From an optimization exercise on the open Yosys and OpenROAD flow, aimed at a short achievable clock period and few clock cycles; shortcuts taken in it are not production practice. The RTL was checked by simulation tests, not by an equivalence proof against the original design. No activity file was given, so power comes from the tool's default toggle rates.

==> design.v <==
module k1_crc_step (
    input  wire [15:0] acc,
    input  wire [7:0]  b,
    output reg  [15:0] nxt
);
    integer k;
    always @(*) begin
        nxt = acc ^ {b, 8'h00};
        for (k = 0; k < 8; k = k + 1)
            nxt = nxt[15] ? ((nxt << 1) ^ 16'h1021) : (nxt << 1);
    end
endmodule
module k1fcb #(
    parameter [127:0] KEY = 128'h80E9_0313_40D5_3521_400D_912E_E614_6C16
) (
    input  wire        clk,
    input  wire        rst,
    input  wire        in_valid,
    input  wire [7:0]  in_byte,
    output wire        in_ready,
    output reg         ob_valid,
    output reg  [7:0]  ob_byte,
    output reg         rsp_valid,
    output reg  [7:0]  rsp_op,
    output reg  [7:0]  rsp_status,
    output reg  [15:0] rsp_acc,
    output reg  [7:0]  rsp_out,
    output reg  [3:0]  rsp_xpos,
    output reg  [1:0]  rsp_sflags,
    output reg  [6:0]  rsp_rxn,
    output reg  [6:0]  rsp_consumed,
    output reg         rsp_has_start,
    output reg  [6:0]  rsp_start,
    output reg         rsp_ovf,
    output reg  [15:0] rsp_len,
    output reg  [15:0] rsp_type,
    output reg  [15:0] rsp_dlen,
    output reg  [15:0] rsp_crc_rx,
    output reg  [15:0] rsp_crc_calc,
    output reg         rsp_crc_ok,
    output reg         rsp_dlen_ok,
    output reg         rsp_runt,
    output reg  [6:0]  rsp_passes
);
    localparam BUF_CAP = 64;
    localparam [7:0] OP_NOP = 8'h00, OP_RST = 8'h01, OP_STAT = 8'h02,
                     OP_CRC_INIT = 8'h10, OP_CRC_BYTE = 8'h11, OP_CRC_RD = 8'h12,
                     OP_XOR_SEEK = 8'h18, OP_XOR_BYTE = 8'h19,
                     OP_RX_PUSH = 8'h20, OP_RX_DEC = 8'h21, OP_RX_DECL = 8'h22,
                     OP_RX_FLUSH = 8'h23, OP_TX_ENC = 8'h30;
    localparam [7:0] ST_OK = 8'h00, ST_ILLEGAL = 8'h01, ST_FULL = 8'h02, ST_TOOLONG = 8'h03,
                     ST_WAIT = 8'h10, ST_DISCARD = 8'h11, ST_RESYNC = 8'h12,
                     ST_COMPACT = 8'h13, ST_MSG = 8'h15;
    localparam [4:0] S_OP      = 5'd0,    
                     S_ARG     = 5'd1,    
                     S_TX_T0   = 5'd2,    
                     S_TX_T1   = 5'd3,    
                     S_TX_N0   = 5'd4,    
                     S_TX_N1   = 5'd5,    
                     S_TX_HDR  = 5'd6,    
                     S_TX_DATA = 5'd7,    
                     S_TX_TAIL = 5'd8,    
                     S_TX_SKIP = 5'd9,    
                     P_BEGIN   = 5'd10,   
                     P_SCAN    = 5'd11,   
                     P_LEN     = 5'd12,   
                     P_END     = 5'd13,   
                     P_RAW     = 5'd14,   
                     P_MSG     = 5'd15;   
    reg [4:0] state;
    reg [15:0] acc;
    reg [3:0]  xpos;
    reg [1:0]  sflags;           
    reg [7:0]  mem [0:BUF_CAP-1];
    reg [5:0]  head;             
    reg [6:0]  rxn;              
    reg [7:0]  op;
    reg [7:0]  t_lo, t_hi, n_lo;
    reg [15:0] t_len;            
    reg [15:0] t_cnt;            
    reg        t_odd;            
    reg [2:0]  t_step;
    reg [3:0]  t_pos;            
    reg [15:0] t_crc;
    reg [6:0]  p_n;              
    reg [6:0]  p_k;              
    reg [5:0]  p_i;              
    reg [15:0] p_len;
    reg [6:0]  p_j;              
    reg [15:0] p_crc;
    reg [15:0] p_type, p_dlen, p_crc_rx;
    reg [6:0]  p_total;          
    reg [6:0]  p_passes;         
    assign in_ready = (state == S_OP) || (state == S_ARG) || (state == S_TX_T0) ||
                      (state == S_TX_T1) || (state == S_TX_N0) || (state == S_TX_N1) ||
                      (state == S_TX_DATA) || (state == S_TX_SKIP);
    wire take = in_valid && in_ready;
    wire [7:0] key_xpos = KEY[xpos*8 +: 8];
    wire [7:0] key_tpos = KEY[t_pos*8 +: 8];
    wire [7:0] key_pj   = KEY[p_j[3:0]*8 +: 8];
    wire [15:0] t_len_d = t_len - {15'd0, t_odd};
    wire [5:0] addr_a = head + p_k[5:0];
    wire [5:0] addr_b = addr_a + 6'd1;
    wire [7:0] rd_a = mem[addr_a];
    wire [7:0] rd_b = mem[addr_b];
    wire [15:0] acc_next;
    k1_crc_step u_acc_crc (.acc(acc), .b(in_byte), .nxt(acc_next));
    reg  [7:0]  t_plain;         
    wire [15:0] t_crc_next;
    k1_crc_step u_tx_crc (.acc(t_crc), .b(t_plain), .nxt(t_crc_next));
    wire [7:0]  p_raw = rd_a ^ key_pj;
    wire [15:0] p_crc_next;
    k1_crc_step u_rx_crc (.acc(p_crc), .b(p_raw), .nxt(p_crc_next));
    always @(*) begin
        case (t_step)
            3'd4:    t_plain = t_lo;
            3'd5:    t_plain = t_hi;
            3'd6:    t_plain = t_len_d[7:0];
            3'd7:    t_plain = t_len_d[15:8];
            default: t_plain = 8'h00;
        endcase
        if (state == S_TX_DATA)
            t_plain = in_byte;
        else if (state == S_TX_TAIL)
            t_plain = 8'h00;     
    end
    reg        pr_done;
    reg [7:0]  pr_status;
    reg [6:0]  pr_cons;
    reg        pr_has_start;
    reg        pr_set_ovf;
    wire [15:0] p_len_rd = {rd_b, rd_a};
    wire [17:0] p_need = {12'd0, p_i} + 18'd8 + {2'd0, p_len_rd};    
    wire        p_hdr_short = ({1'b0, p_i} + 7'd4) > p_n;
    wire        p_frame_short = p_need > {11'd0, p_n};
    always @(*) begin
        pr_done = 1'b0;
        pr_status = ST_WAIT;
        pr_cons = 7'd0;
        pr_has_start = 1'b0;
        pr_set_ovf = 1'b0;
        case (state)
            P_BEGIN:
                if (rxn < 7'd8) pr_done = 1'b1;
            P_SCAN:
                if (p_k + 7'd1 >= p_n) begin
                    pr_done = 1'b1;
                    pr_status = ST_DISCARD;
                    pr_cons = (rd_a == 8'hAB) ? p_n - 7'd1 : p_n;
                end
            P_LEN:
                if (p_hdr_short || p_frame_short) begin
                    pr_done = 1'b1;
                    pr_has_start = 1'b1;
                    if (p_n < BUF_CAP) begin
                        pr_status = ST_WAIT;
                    end else if (p_i != 6'd0) begin
                        pr_status = ST_COMPACT;
                        pr_cons = {1'b0, p_i};
                    end else begin
                        pr_status = ST_RESYNC;
                        pr_cons = 7'd2;
                        pr_set_ovf = 1'b1;
                    end
                end
            P_END:
                if (!(rd_a == 8'hDC && rd_b == 8'hBA)) begin
                    pr_done = 1'b1;
                    pr_has_start = 1'b1;
                    pr_status = ST_RESYNC;
                    pr_cons = {1'b0, p_i} + 7'd2;
                end
            P_MSG: begin
                pr_done = 1'b1;
                pr_has_start = 1'b1;
                pr_status = ST_MSG;
                pr_cons = {1'b0, p_i} + 7'd8 + p_len[6:0];
            end
            default: ;
        endcase
    end
    wire [6:0] pr_total = p_total + pr_cons;
    wire       pr_again = (op == OP_RX_DECL) &&
                          (pr_status == ST_RESYNC || pr_status == ST_COMPACT);
    wire [15:0] p_dlen_v = (p_len >= 16'd2) ? p_dlen : 16'd0;
    wire push_we = !rst && take && state == S_ARG && op == OP_RX_PUSH && rxn < BUF_CAP;
    always @(posedge clk)
        if (push_we) mem[head + rxn[5:0]] <= in_byte;
    always @(posedge clk) begin
        if (rst) begin
            state <= S_OP;
            acc <= 16'd0;
            xpos <= 4'd0;
            sflags <= 2'd0;
            head <= 6'd0;
            rxn <= 7'd0;
            op <= 8'd0;
            t_lo <= 8'd0; t_hi <= 8'd0; n_lo <= 8'd0;
            t_len <= 16'd0; t_cnt <= 16'd0; t_odd <= 1'b0;
            t_step <= 3'd0; t_pos <= 4'd0; t_crc <= 16'd0;
            p_n <= 7'd0; p_k <= 7'd0; p_i <= 6'd0; p_len <= 16'd0; p_j <= 7'd0;
            p_crc <= 16'd0; p_type <= 16'd0; p_dlen <= 16'd0; p_crc_rx <= 16'd0;
            p_total <= 7'd0; p_passes <= 7'd0;
            ob_valid <= 1'b0; ob_byte <= 8'd0;
            rsp_valid <= 1'b0; rsp_op <= 8'd0; rsp_status <= 8'd0;
            rsp_acc <= 16'd0; rsp_out <= 8'd0; rsp_xpos <= 4'd0; rsp_sflags <= 2'd0;
            rsp_rxn <= 7'd0; rsp_consumed <= 7'd0; rsp_has_start <= 1'b0;
            rsp_start <= 7'd0; rsp_ovf <= 1'b0; rsp_len <= 16'd0; rsp_type <= 16'd0;
            rsp_dlen <= 16'd0; rsp_crc_rx <= 16'd0; rsp_crc_calc <= 16'd0;
            rsp_crc_ok <= 1'b0; rsp_dlen_ok <= 1'b0; rsp_runt <= 1'b0; rsp_passes <= 7'd0;
        end else begin
            rsp_valid <= 1'b0;
            ob_valid <= 1'b0;
            case (state)
                S_OP: if (take) begin
                    op <= in_byte;
                    rsp_op <= in_byte;
                    rsp_status <= ST_OK;
                    case (in_byte)
                        OP_NOP: rsp_valid <= 1'b1;
                        OP_RST: begin
                            acc <= 16'd0;
                            xpos <= 4'd0;
                            sflags <= 2'd0;
                            head <= 6'd0;
                            rxn <= 7'd0;
                            rsp_valid <= 1'b1;
                        end
                        OP_STAT: begin
                            rsp_acc <= acc;
                            rsp_xpos <= xpos;
                            rsp_sflags <= sflags;
                            rsp_rxn <= rxn;
                            rsp_valid <= 1'b1;
                        end
                        OP_CRC_INIT: begin
                            acc <= 16'd0;
                            rsp_valid <= 1'b1;
                        end
                        OP_CRC_RD: begin
                            rsp_acc <= acc;
                            rsp_valid <= 1'b1;
                        end
                        OP_CRC_BYTE, OP_XOR_SEEK, OP_XOR_BYTE, OP_RX_PUSH:
                            state <= S_ARG;
                        OP_RX_DEC, OP_RX_DECL: begin
                            p_total <= 7'd0;
                            p_passes <= 7'd0;
                            state <= P_BEGIN;
                        end
                        OP_RX_FLUSH: begin
                            rsp_consumed <= rxn;
                            head <= head + rxn[5:0];
                            rxn <= 7'd0;
                            rsp_valid <= 1'b1;
                        end
                        OP_TX_ENC:
                            state <= S_TX_T0;
                        default: begin
                            rsp_status <= ST_ILLEGAL;
                            rsp_out <= in_byte;
                            rsp_valid <= 1'b1;
                        end
                    endcase
                end
                S_ARG: if (take) begin
                    rsp_valid <= 1'b1;
                    state <= S_OP;
                    case (op)
                        OP_CRC_BYTE: acc <= acc_next;
                        OP_XOR_SEEK: xpos <= in_byte[3:0];
                        OP_XOR_BYTE: begin
                            rsp_out <= in_byte ^ key_xpos;
                            xpos <= xpos + 4'd1;
                        end
                        default: begin  
                            if (rxn < BUF_CAP) begin
                                rxn <= rxn + 7'd1;
                            end else begin
                                sflags[1] <= 1'b1;
                                rsp_status <= ST_FULL;
                            end
                        end
                    endcase
                end
                S_TX_T0: if (take) begin t_lo <= in_byte; state <= S_TX_T1; end
                S_TX_T1: if (take) begin t_hi <= in_byte; state <= S_TX_N0; end
                S_TX_N0: if (take) begin n_lo <= in_byte; state <= S_TX_N1; end
                S_TX_N1: if (take) begin
                    t_cnt <= {in_byte, n_lo};
                    if ({in_byte, n_lo} > 16'd65530) begin
                        state <= S_TX_SKIP;
                    end else begin
                        t_odd <= n_lo[0];
                        t_len <= {in_byte, n_lo} + 16'd4 + {15'd0, n_lo[0]};
                        t_step <= 3'd0;
                        t_pos <= 4'd0;
                        t_crc <= 16'd0;
                        state <= S_TX_HDR;
                    end
                end
                S_TX_SKIP: if (take) begin
                    t_cnt <= t_cnt - 16'd1;
                    if (t_cnt == 16'd1) begin
                        rsp_status <= ST_TOOLONG;
                        rsp_valid <= 1'b1;
                        state <= S_OP;
                    end
                end
                S_TX_HDR: begin
                    ob_valid <= 1'b1;
                    t_step <= t_step + 3'd1;
                    case (t_step)
                        3'd0: ob_byte <= 8'hAB;
                        3'd1: ob_byte <= 8'hCD;
                        3'd2: ob_byte <= t_len[7:0];
                        3'd3: ob_byte <= t_len[15:8];
                        default: begin
                            ob_byte <= t_plain ^ key_tpos;
                            t_crc <= t_crc_next;
                            t_pos <= t_pos + 4'd1;
                        end
                    endcase
                    if (t_step == 3'd7) begin
                        if (t_cnt == 16'd0) begin
                            t_step <= t_odd ? 3'd0 : 3'd1;
                            state <= S_TX_TAIL;
                        end else begin
                            state <= S_TX_DATA;
                        end
                    end
                end
                S_TX_DATA: if (take) begin
                    ob_valid <= 1'b1;
                    ob_byte <= t_plain ^ key_tpos;
                    t_crc <= t_crc_next;
                    t_pos <= t_pos + 4'd1;
                    t_cnt <= t_cnt - 16'd1;
                    if (t_cnt == 16'd1) begin
                        t_step <= t_odd ? 3'd0 : 3'd1;
                        state <= S_TX_TAIL;
                    end
                end
                S_TX_TAIL: begin
                    ob_valid <= 1'b1;
                    t_step <= t_step + 3'd1;
                    t_pos <= t_pos + 4'd1;
                    case (t_step)
                        3'd0: begin                  
                            ob_byte <= t_plain ^ key_tpos;
                            t_crc <= t_crc_next;
                        end
                        3'd1: ob_byte <= t_crc[7:0] ^ key_tpos;
                        3'd2: ob_byte <= t_crc[15:8] ^ key_tpos;
                        3'd3: ob_byte <= 8'hDC;
                        default: begin
                            ob_byte <= 8'hBA;
                            rsp_status <= ST_OK;
                            rsp_valid <= 1'b1;
                            state <= S_OP;
                        end
                    endcase
                end
                P_BEGIN: if (!pr_done) begin
                    p_n <= rxn;
                    p_k <= 7'd0;
                    state <= P_SCAN;
                end
                P_SCAN: if (!pr_done) begin
                    if (rd_a == 8'hAB && rd_b == 8'hCD) begin
                        p_i <= p_k[5:0];
                        p_k <= p_k + 7'd2;
                        state <= P_LEN;
                    end else begin
                        p_k <= p_k + 7'd1;
                    end
                end
                P_LEN: if (!pr_done) begin
                    p_len <= p_len_rd;
                    p_k <= p_need[6:0] - 7'd2;       
                    state <= P_END;
                end
                P_END: if (!pr_done) begin
                    p_k <= {1'b0, p_i} + 7'd4;
                    p_j <= 7'd0;
                    p_crc <= 16'd0;
                    state <= P_RAW;
                end
                P_RAW: begin
                    ob_valid <= 1'b1;
                    ob_byte <= p_raw;
                    if ({9'd0, p_j} < p_len) p_crc <= p_crc_next;
                    case (p_j)
                        7'd0: p_type[7:0] <= p_raw;
                        7'd1: p_type[15:8] <= p_raw;
                        7'd2: p_dlen[7:0] <= p_raw;
                        7'd3: p_dlen[15:8] <= p_raw;
                        default: ;
                    endcase
                    if ({9'd0, p_j} == p_len) p_crc_rx[7:0] <= p_raw;
                    if ({9'd0, p_j} == p_len + 16'd1) begin
                        p_crc_rx[15:8] <= p_raw;
                        state <= P_MSG;
                    end
                    p_k <= p_k + 7'd1;
                    p_j <= p_j + 7'd1;
                end
                default: ;
            endcase
            if (pr_done) begin
                head <= head + pr_cons[5:0];
                rxn <= rxn - pr_cons;
                if (pr_set_ovf) sflags[0] <= 1'b1;
                if (pr_again) begin
                    p_total <= pr_total;
                    p_passes <= p_passes + 7'd1;
                    state <= P_BEGIN;
                end else begin
                    rsp_valid <= 1'b1;
                    rsp_status <= pr_status;
                    rsp_consumed <= pr_total;
                    rsp_passes <= p_passes + 7'd1;
                    rsp_has_start <= pr_has_start;
                    rsp_start <= {1'b0, p_i};
                    rsp_ovf <= pr_set_ovf;
                    rsp_len <= p_len;
                    rsp_type <= p_type;
                    rsp_dlen <= p_dlen_v;
                    rsp_crc_rx <= p_crc_rx;
                    rsp_crc_calc <= p_crc;
                    rsp_crc_ok <= (p_crc_rx == p_crc);
                    rsp_dlen_ok <= (p_dlen_v >= 16'd4) && (p_dlen_v <= p_len);
                    rsp_runt <= (p_len < 16'd4);
                    state <= S_OP;
                end
            end
        end
    end
endmodule
==> run.sh <==
#!/bin/bash
# synth_recipe.tcl (not shown) runs the flow's synth.tcl, then flattens the netlist and writes it again
# the make line also repeats each setting of config.mk as NAME=value (left out here)
make -C /OpenROAD-flow-scripts/flow DESIGN_CONFIG=/design/flow/config.mk WORK_HOME=/design/flow/orfs CLKGATE_MAP_FILE= SYNTH_SCRIPT=/design/flow/synth_recipe.tcl finish
==> config.mk <==
export PLATFORM = sky130hd
export DESIGN_NAME = k1fcb
export DESIGN_NICKNAME = k1fcb
export VERILOG_FILES = /design/flow/design.v
export SDC_FILE = /design/flow/constraint.sdc
export NUM_CORES = 4
export LEC_CHECK = 0
export CAP_MARGIN = 20
export CORE_MARGIN = 2
export CORE_UTILIZATION = 40
export PLACE_DENSITY = 0.6
export SLEW_MARGIN = 20
==> constraint.sdc <==
create_clock -name core_clock -period 11.0 [get_ports {clk}]
set_input_delay 2.2000 -clock core_clock [delete_from_list [all_inputs] [get_ports {clk}]]
set_output_delay 2.2000 -clock core_clock [all_outputs]
set_load 0.01 [all_outputs]
==> results.txt <==
[sequential cells by signal, indices dropped and copies added, names as in the netlist, 15 cells and up]
signal        count
mem             512
acc              16
p_crc            16
p_crc_rx         16
p_dlen           16
p_len            16
p_type           16
rsp_acc          16
rsp_crc_calc     16
rsp_crc_rx       16
rsp_dlen         16
rsp_len          16
rsp_type         16
t_cnt            16
t_crc            16
t_len            15
[logic make-up after synthesis]
logic type / after synthesis / share of synthesized area
compound gates: 927 / 0.115
xor+xnor: 238 / 0.0442
fa+ha+maj: 139 / 0.0363
buf+inv: 402 / 0.0373
flops: 919 / 0.478
mux: 463 / 0.161
other cells: 1 / 0.0000762
simple gates: 1364 / 0.128
[metrics by stage]
stage | cell area, um2 | setup slack [ns] | total power [W] | instances
floorplan | 49200 | 3.13 | 0.00432 | 4453
global placement | 52500 | 1.84 | 0.00466 | 6041
detailed placement | 52500 | 1.65 | 0.00466 | 6041
CTS | 55800 | 1.58 | 0.00810 | 6223
global route | 55900 | 0.724 | 0.00833 | 6229
finish | 55900 | 1.40 | 0.00806 | 6229
[final cells by class]
class                           count  area, um2
Sequential cell                   919      23500
Timing Repair Buffer              273       2600
Fill cell                       11168      65900
Clock buffer                      147       2950
Clock inverter                     35        414
Inverter                           98        368
Multi-Input combinational cell   3132      24000
Tap cell                         1625       2030
[cells in the mapped netlist, types with 13 or more instances]
cell       instances
buf_2             58
nor2_1           395
edfxtp_1         512
a31oi_1           32
a21o_1            26
o211ai_1          17
and2_1            34
a221oi_1          22
buf_1             24
ha_1             130
o21a_1            16
nor2b_1           25
nor3b_1           15
nand3_1          177
nor4_1            22
o22ai_1           30
or3_1             22
a2111oi_0         15
clkbuf_1         179
dfxtp_1          407
nand4_1           52
buf_6             21
a21oi_1          366
nand2b_1          20
a22oi_1           34
mux4_2           258
inv_1             95
nand2_1          413
mux2_2            28
a211oi_1          52
a311oi_1          13
o21ai_1           25
buf_4             20
nor3_1            85
xor2_1            81
o21ai_0          182
xnor2_1          147
mux2i_1          176
and3_1            50
[metal layers]
metal / track usage / vias up / part of all wire
met5: 0 / - / 0
met4: 0.0930 / 0 / 0.040
met3: 0.0433 / 315 / 0.076
met2: 0.392 / 1659 / 0.46
met1: 0.335 / 18481 / 0.42
li1: - / 16881 / -
[power groups by stage]
stage | clock network, W | logic, W | registers [W]
2_1_floorplan | 0 | 0.000536 | 0.00379
3_3_place_gp | 0 | 0.000873 | 0.00378
3_5_place_dp | 0 | 0.000873 | 0.00378
4_1_cts | 0.00351 | 0.000877 | 0.00371
5_1_grt | 0.00365 | 0.000969 | 0.00371
6_report | 0.00346 | 0.000896 | 0.00371
[path summary, 6_finish.rpt]
check / depth (start not counted) / from / slack (ns) / end
hold / removal: 2 / p_dlen[9]$_SDFFE_PP0P_ / 0.45 / p_dlen[9]$_SDFFE_PP0P_
setup / recovery: 35 / p_k[0]$_SDFFE_PP0P_ / 1.40 / rsp_consumed[6]$_SDFF_PP0_
hold reg to reg: 2 / p_dlen[9]$_SDFFE_PP0P_ / 0.45 / p_dlen[9]$_SDFFE_PP0P_
setup reg to reg: 35 / p_k[0]$_SDFFE_PP0P_ / 1.40 / rsp_consumed[6]$_SDFF_PP0_
[critical path, delay by kind of cell (launching register included)]
kind	cells	cell delay [ns]
xor+xnor	2	0.33
mux	6	1.80
flops	1	0.55
buf+inv	5	0.76
compound gates	11	1.99
simple gates	5	1.20
fa+ha+maj	6	2.82
[cell usage in the layout, fill, tap and decap left out, types with 28 or more instances in the layout]
| cell type | instances |
|---|---|
| a211oi_1 | 51 |
| a21oi_1 | 366 |
| a22oi_1 | 34 |
| a31oi_1 | 31 |
| and2_1 | 34 |
| and3_1 | 50 |
| buf_4 | 83 |
| clkbuf_16 | 106 |
| clkdlybuf4s50_1 | 170 |
| dfxtp_1 | 407 |
| edfxtp_1 | 512 |
| ha_1 | 128 |
| inv_1 | 95 |
| mux2_2 | 28 |
| mux2i_1 | 176 |
| mux4_2 | 258 |
| nand2_1 | 412 |
| nand3_1 | 177 |
| nand4_1 | 52 |
| nor2_1 | 382 |
| nor3_1 | 84 |
| o21ai_0 | 182 |
| o22ai_1 | 30 |
| xnor2_1 | 145 |
| xor2_1 | 81 |
==> metrics.cfg <==
[sta]
period_share=0.873
worst_pin_slew_ns=1.16
tns_ns=0
hold_ws_ns=0.446
setup_violations=0
maxSlewHeadroom=0.222
skew_ns=0.0431
fmax_ghz=0.104
rsz0062_at_grt=no
drv_slew=0
period_needed_ns=9.60
finalHoldViolations=0

[finish]
fin_nets=4671
diodes=0
layout-drive-gt1-share=0.133
area_delta_synth_final_pct=13.6
utilization=0.459

[clock_network]
cts.sinks=919
cts_tree=done
cts.reportedPaths.clkPinSlew_ns=0.06
cts_buffers=99
hold_buffers=0
post_cts_buffers=0
htree_levels=3
clock_path_buffers=3
post_cts_resize_count=0
clock_latency_ns=0.75
clock-root-buffer=clkbuf_16

[critical_path]
cp-start-kind=flip-flop
worstPathArrival_ns=10.23
cp_slowest_stage_delay_ns=1.00
critPathKind=flip-flop to flip-flop
crit_fanout=47
cp_slowest_cell=fa_4
end_kind=flip-flop
required_ns=11.62
crit_top_cell=mux2i_1

[global_route]
overflow=0
antenna_found_initial=0
grt_pass1_vias=35896
grt_max_degree=172
grtUsageTotal=0.246
grt_pass1_wl_um=234000

[route]
totalWireLength_um=158000
first_iter_violations=4318
wl_per_cell_um=25.3
ant_nets=0
dr.pass1.iters=6
avgViaCountPerCell=5.99
drc=0
num_vias=37336

[floorplan]
die_x_um=355
start_util=0.404
die_height_um=355
core-area_um2=122000
core.rowCount=128
dieArea_um2=126000
io_pins=181

[power_and_ir_drop]
intPower_w=0.00598
power_frac_comb=0.111
p_leak_nw=18.7
p_clk_frac=0.429
p_sw_w=0.00209
p_per_area_nw_per_um2=144
seq_power_share=0.460
sw_frac_of_total=0.259
vdd_drop_max_v=0.000160

[synth]
synth_flop_cell=edfxtp_1
yosysTopAreaCellShare=0.312
postSynthCellCount=4453
synth-seq-cells=919
yosysSeqAreaShare=0.478
netlist_area_um2=49200
synth-edff-count=512
yosys.cell_types.count=98
syn_nets=4601
yosysTopAreaCell=edfxtp_1
synth-async-reset-ratio=0
avgSynthCellArea_um2=11.1
synthTopCellsByArea=edfxtp_1, dfxtp_1, mux4_2
synth-warning-count=2

[run]
drv_cap=0

[min_path]
hp-class=flip-flop to flip-flop

[place]
portBuffers=179
hpwl_um=108000
globalplace.congestion=0.983

[status]
outcome=timing/DRC/antenna clean

Testbench counts, summed over its fixed seeds: cycles 54,355.

[afterwards: timing with drivers on the ports]
How much do the figures lean on ideal ports? The routed layout below was timed once more, with nothing changed but the port constraints. Step 1 assumes that a clkbuf_16 drives the clock port and a buf_2 every other input. Step 2 adds t to the input delays and takes it off the output delays; t is the mean of the earliest and latest rising clock arrival at the registers after step 1. Input paths then give back, and output paths get back, about the clock's delay inside the block. a / b / c = ideal / step 1 / step 2; a / b = the first two.
shift t [ns]: 0.802
setup slack, ns: 1.399 / 1.399 / 1.399
slew at the worst register clock pin (ns): 0.07 / 0.07
After both steps this run still meets setup and hold. The setup slack of this run moves by 0.000 ns with the drivers and by 0.000 ns with both steps.
